Context: an optimization exercise on an open-source flow, tuned for small area, a short achievable clock period and few clock cycles. The choices shown serve that exercise and are no tape-out recipe.
No activity file was given, so power comes from the tool's default toggle rates.

==> module msr_ring, before the edit <==
module msr_ring (
    input  wire        clk,
    input  wire        rst,
    input  wire        cmd_valid,
    output wire        cmd_ready,
    input  wire [1:0]  cmd_op,
    input  wire [15:0] cmd_arg,
    output reg         rsp_valid,
    output reg  [15:0] rsp_data
);
    localparam RING_CAP = 32;
    localparam R        = 2;             
    localparam NSTEP    = 16 / R;
    localparam OP_PUSH  = 2'd0;
    localparam OP_AVG   = 2'd1;
    localparam OP_SLOT  = 2'd2;
    localparam OP_CUR   = 2'd3;
    reg [15:0]   sr [0:RING_CAP-1];      
    reg [4:0]    cur;
    reg          full;                   
    reg [20:0]   sum;                    
    reg          v1;
    reg [1:0]    op1;
    reg [15:0]   arg1;
    reg          push;                   
    reg          ready;
    assign cmd_ready = ready;
    wire accept = cmd_valid & ready & ~rst;
    reg          busy;
    reg [4:0]    rem;
    reg [2:0]    step;
    reg [6:0]    cur3;                   
    integer i;
    wire [4:0]  cur_nx  = cur + {4'd0, push};
    wire        full_nx = full | (push & (cur == 5'd31));
    reg  [3:0]  pos_lo;
    reg  [7:0]  pos_hi;
    wire [4:0]  pos_nx = cur_nx + ~cmd_arg[4:0];
    reg  [15:0] slot_val;
    integer j, k;
    always @* begin
        slot_val = 16'd0;
        for (j = 0; j < 8; j = j + 1)
            for (k = 0; k < 4; k = k + 1)
                slot_val = slot_val | ({16{pos_hi[j] & pos_lo[k]}} & sr[4*j+k]);
    end
    reg  [16:0] delta;
    wire [20:0] sum_nx  = push ? sum + {{4{delta[16]}}, delta} : sum;
    wire [15:0] old_p   = (full | (cur == 5'd31)) ? sr[RING_CAP-2] : 16'd0;
    wire [15:0] old_n   = full ? sr[RING_CAP-1] : 16'd0;
    wire [16:0] delta_p = {1'b0, cmd_arg} - {1'b0, old_p};
    wire [16:0] delta_n = {1'b0, cmd_arg} - {1'b0, old_n};
    wire [6:0]  t  = {rem, sum[15:14]};
    wire [7:0]  e1 = {1'b0, t} - {3'b0, cur};
    wire [7:0]  e2 = {1'b0, t} - {2'b0, cur, 1'b0};
    wire [7:0]  e3 = {1'b0, t} - {1'b0, cur3};
    wire        g1 = ~e1[7];
    wire        g2 = ~e2[7];
    wire        g3 = ~e3[7];
    wire [4:0]  drem = g3 ? e3[4:0] : g2 ? e2[4:0] : g1 ? e1[4:0] : t[4:0];
    wire [1:0]  dq   = {g2, g3 | (g1 & ~g2)};
    always @(posedge clk) begin
        if (push) begin
            for (i = RING_CAP - 1; i > 0; i = i - 1)
                sr[i] <= sr[i-1];
            sr[0] <= arg1;
        end
    end
    wire start_div = accept & (cmd_op == OP_AVG) & ~full_nx & (cur_nx != 5'd0);
    always @(posedge clk) begin
        arg1 <= cmd_arg;
        delta <= push ? delta_p : delta_n;
        pos_lo  <= 4'd1 << pos_nx[1:0];
        pos_hi  <= (full_nx | (cmd_arg[4:0] < cur_nx)) ? 8'd1 << pos_nx[4:2] : 8'd0;
        op1  <= cmd_op;
        rem  <= start_div ? sum_nx[20:16] : drem;
        step <= start_div ? 3'd0 : step + 3'd1;
        if (busy)
            rsp_data <= {rsp_data[15-R:0], dq};
        else
            case (op1)
                OP_PUSH: rsp_data <= 16'd0;
                OP_AVG:  rsp_data <= sum[20:5];      
                OP_SLOT: rsp_data <= slot_val;
                default: rsp_data <= {11'd0, cur};
            endcase
        if (rst) begin
            v1        <= 1'b0;
            push      <= 1'b0;
            ready     <= 1'b1;
            cur       <= 5'd0;
            cur3      <= 7'd0;
            full      <= 1'b0;
            sum       <= 21'd0;
            busy      <= 1'b0;
            rsp_valid <= 1'b0;
        end else begin
            v1   <= accept;
            push <= accept & (cmd_op == OP_PUSH) & (cmd_arg != 16'd0);
            cur  <= cur_nx;
            if (push)
                cur3 <= cur3 + 7'd3;
            full <= full_nx;
            if (busy)
                sum <= {sum[20:16], sum[15-R:0], sum[15:16-R]};
            else
                sum <= sum_nx;
            if (busy && step == NSTEP - 2)
                ready <= 1'b1;
            if (busy && step == NSTEP - 1)
                busy <= 1'b0;
            if (start_div) begin
                busy  <= 1'b1;
                ready <= 1'b0;
            end
            rsp_valid <= busy ? (step == NSTEP - 1) : v1;
        end
    end
endmodule
export LEC_CHECK = 0
export ABC_CLOCK_PERIOD_IN_PS = 3000
export CAP_MARGIN = 20
export CORE_MARGIN = 2
export CORE_UTILIZATION = 40
export CTS_CLUSTER_DIAMETER = 120
export CTS_CLUSTER_SIZE = 24
export SLEW_MARGIN = 20
create_clock -name core_clock -period 8.0 [get_ports {clk}]
standard.sh (not shown) runs the stock make flow with config.mk's settings and CLKGATE_MAP_FILE= SYNTH_SCRIPT=/design/flow/synth_recipe.tcl, a recipe that flattens the netlist after the stock synthesis.
==> flow/flow/run.sh <==
#!/bin/bash
# Layout flow: the standard flow (standard synthesis included), with the
# port buffers made plain buffers (buf_4) instead of the delay cells that
# buffer_ports otherwise picks, and timing repair aimed at a tighter setup
# margin. Each step's log stays in orfs/logs; make's own output goes to
# make_flow.log here.
set -euo pipefail
export BUFFER_PORTS_ARGS="-buffer_cell sky130_fd_sc_hd__buf_4"
export SETUP_SLACK_MARGIN=5.25
bash standard.sh > make_flow.log 2>&1
The starting point produced a clean layout.
Change:
==> flow/design.v (replaced) <==
module msr_ring (
    input  wire        clk,
    input  wire        rst,
    input  wire        cmd_valid,
    output wire        cmd_ready,
    input  wire [1:0]  cmd_op,
    input  wire [15:0] cmd_arg,
    output reg         rsp_valid,
    output reg  [15:0] rsp_data
);
    localparam RING_CAP = 32;
    localparam R        = 2;             
    localparam NSTEP    = 16 / R;
    localparam OP_PUSH  = 2'd0;
    localparam OP_AVG   = 2'd1;
    localparam OP_SLOT  = 2'd2;
    localparam OP_CUR   = 2'd3;
    reg [15:0]   sr [0:RING_CAP-1];      
    reg [4:0]    cur;
    reg          full;                   
    reg [20:0]   sum;                    
    reg [6:0]    cur3;                   
    reg          ready;
    assign cmd_ready = ready;
    wire accept   = cmd_valid & ready & ~rst;
    wire push_now = accept & (cmd_op == OP_PUSH) & (cmd_arg != 16'd0);
    reg          v1;
    reg [1:0]    op1;
    reg          push1;                  
    reg  [16:0]  delta;                  
    reg          busy;
    reg [4:0]    rem;
    reg [2:0]    step;
    integer i;
    reg  [3:0]  pos_lo;
    reg  [7:0]  pos_hi;
    wire [4:0]  pos_nx = cur + ~cmd_arg[4:0];
    reg  [15:0] slot_val;
    integer j, k;
    always @* begin
        slot_val = 16'd0;
        for (j = 0; j < 8; j = j + 1)
            for (k = 0; k < 4; k = k + 1)
                slot_val = slot_val | ({16{pos_hi[j] & pos_lo[k]}} & sr[4*j+k]);
    end
    wire [15:0] old    = full ? sr[RING_CAP-1] : 16'd0;
    wire [20:0] sum_nx = push1 ? sum + {{4{delta[16]}}, delta} : sum;
    wire [6:0]  t  = {rem, sum[15:14]};
    wire [7:0]  e1 = {1'b0, t} - {3'b0, cur};
    wire [7:0]  e2 = {1'b0, t} - {2'b0, cur, 1'b0};
    wire [7:0]  e3 = {1'b0, t} - {1'b0, cur3};
    wire        g1 = ~e1[7];
    wire        g2 = ~e2[7];
    wire        g3 = ~e3[7];
    wire [4:0]  drem = g3 ? e3[4:0] : g2 ? e2[4:0] : g1 ? e1[4:0] : t[4:0];
    wire [1:0]  dq   = {g2, g3 | (g1 & ~g2)};
    always @(posedge clk) begin
        if (push_now) begin
            for (i = RING_CAP - 1; i > 0; i = i - 1)
                sr[i] <= sr[i-1];
            sr[0] <= cmd_arg;
        end
    end
    wire start_div = accept & (cmd_op == OP_AVG) & ~full & (cur != 5'd0);
    always @(posedge clk) begin
        op1    <= cmd_op;
        delta  <= {1'b0, cmd_arg} - {1'b0, old};
        pos_lo <= 4'd1 << pos_nx[1:0];
        pos_hi <= (full | (cmd_arg[4:0] < cur)) ? 8'd1 << pos_nx[4:2] : 8'd0;
        rem    <= start_div ? sum_nx[20:16] : drem;
        step   <= start_div ? 3'd0 : step + 3'd1;
        if (busy)
            rsp_data <= {rsp_data[15-R:0], dq};
        else
            case (op1)
                OP_PUSH: rsp_data <= 16'd0;
                OP_AVG:  rsp_data <= sum[20:5];      
                OP_SLOT: rsp_data <= slot_val;
                default: rsp_data <= {11'd0, cur};
            endcase
        if (rst) begin
            v1        <= 1'b0;
            push1     <= 1'b0;
            ready     <= 1'b1;
            cur       <= 5'd0;
            cur3      <= 7'd0;
            full      <= 1'b0;
            sum       <= 21'd0;
            busy      <= 1'b0;
            rsp_valid <= 1'b0;
        end else begin
            v1    <= accept;
            push1 <= push_now;
            if (push_now) begin
                cur  <= cur + 5'd1;
                cur3 <= cur3 + 7'd3;
                if (cur == 5'd31)
                    full <= 1'b1;
            end
            if (busy)
                sum <= {sum[20:16], sum[15-R:0], sum[15:16-R]};
            else
                sum <= sum_nx;
            if (busy && step == NSTEP - 2)
                ready <= 1'b1;
            if (busy && step == NSTEP - 1)
                busy <= 1'b0;
            if (start_div) begin
                busy  <= 1'b1;
                ready <= 1'b0;
            end
            rsp_valid <= busy ? (step == NSTEP - 1) : v1;
        end
    end
endmodule
After rerunning: Power falls by a few percent; die area drops by a few percent; routed wire length came out higher by roughly a tenth; utilization rose by 2.5 points; sequential power falls by a few percent; via count falls slightly; fmax went down by a few percent; area after synthesis is lower by a few percent.
No functional check of the RTL was part of any run of this note.

[separate check: timing with driven ports]
The results above use ideal ports. As a check the final layouts listed here were re-extracted and re-timed, cells and wires unchanged. Step 1: set_driving_cell puts a clkbuf_16 on clk and a buf_2 on each other input, an assumption about the parent block. Step 2 moves the port delays by t, midway between the first and last clock arrival at a register: inputs arrive t later, outputs are due t later. That takes back most of the time a late clock gives input paths. Slacks: no drivers / after step 1 / after step 2; pairs: no drivers / after step 1.
| run | t (ns) | setup slack, ns | hold WS [ns] | worst register clock-pin slew, ns | pins driven straight from the clock port |
|---|---|---|---|---|---|
| the first run | 0.661 | 5.093 / 5.114 / 4.452 | 0.412 / 0.412 / 0.412 | 0.11 / 0.11 | 1 |
| the second run | 0.663 | 4.916 / 4.908 / 4.245 | 0.437 / 0.437 / 0.437 | 0.10 / 0.10 | 1 |
After both steps setup and hold are still met in every run listed. For the second run, which loses most, drivers alone change the setup slack by -0.008 ns; drivers and shift together by -0.671 ns.
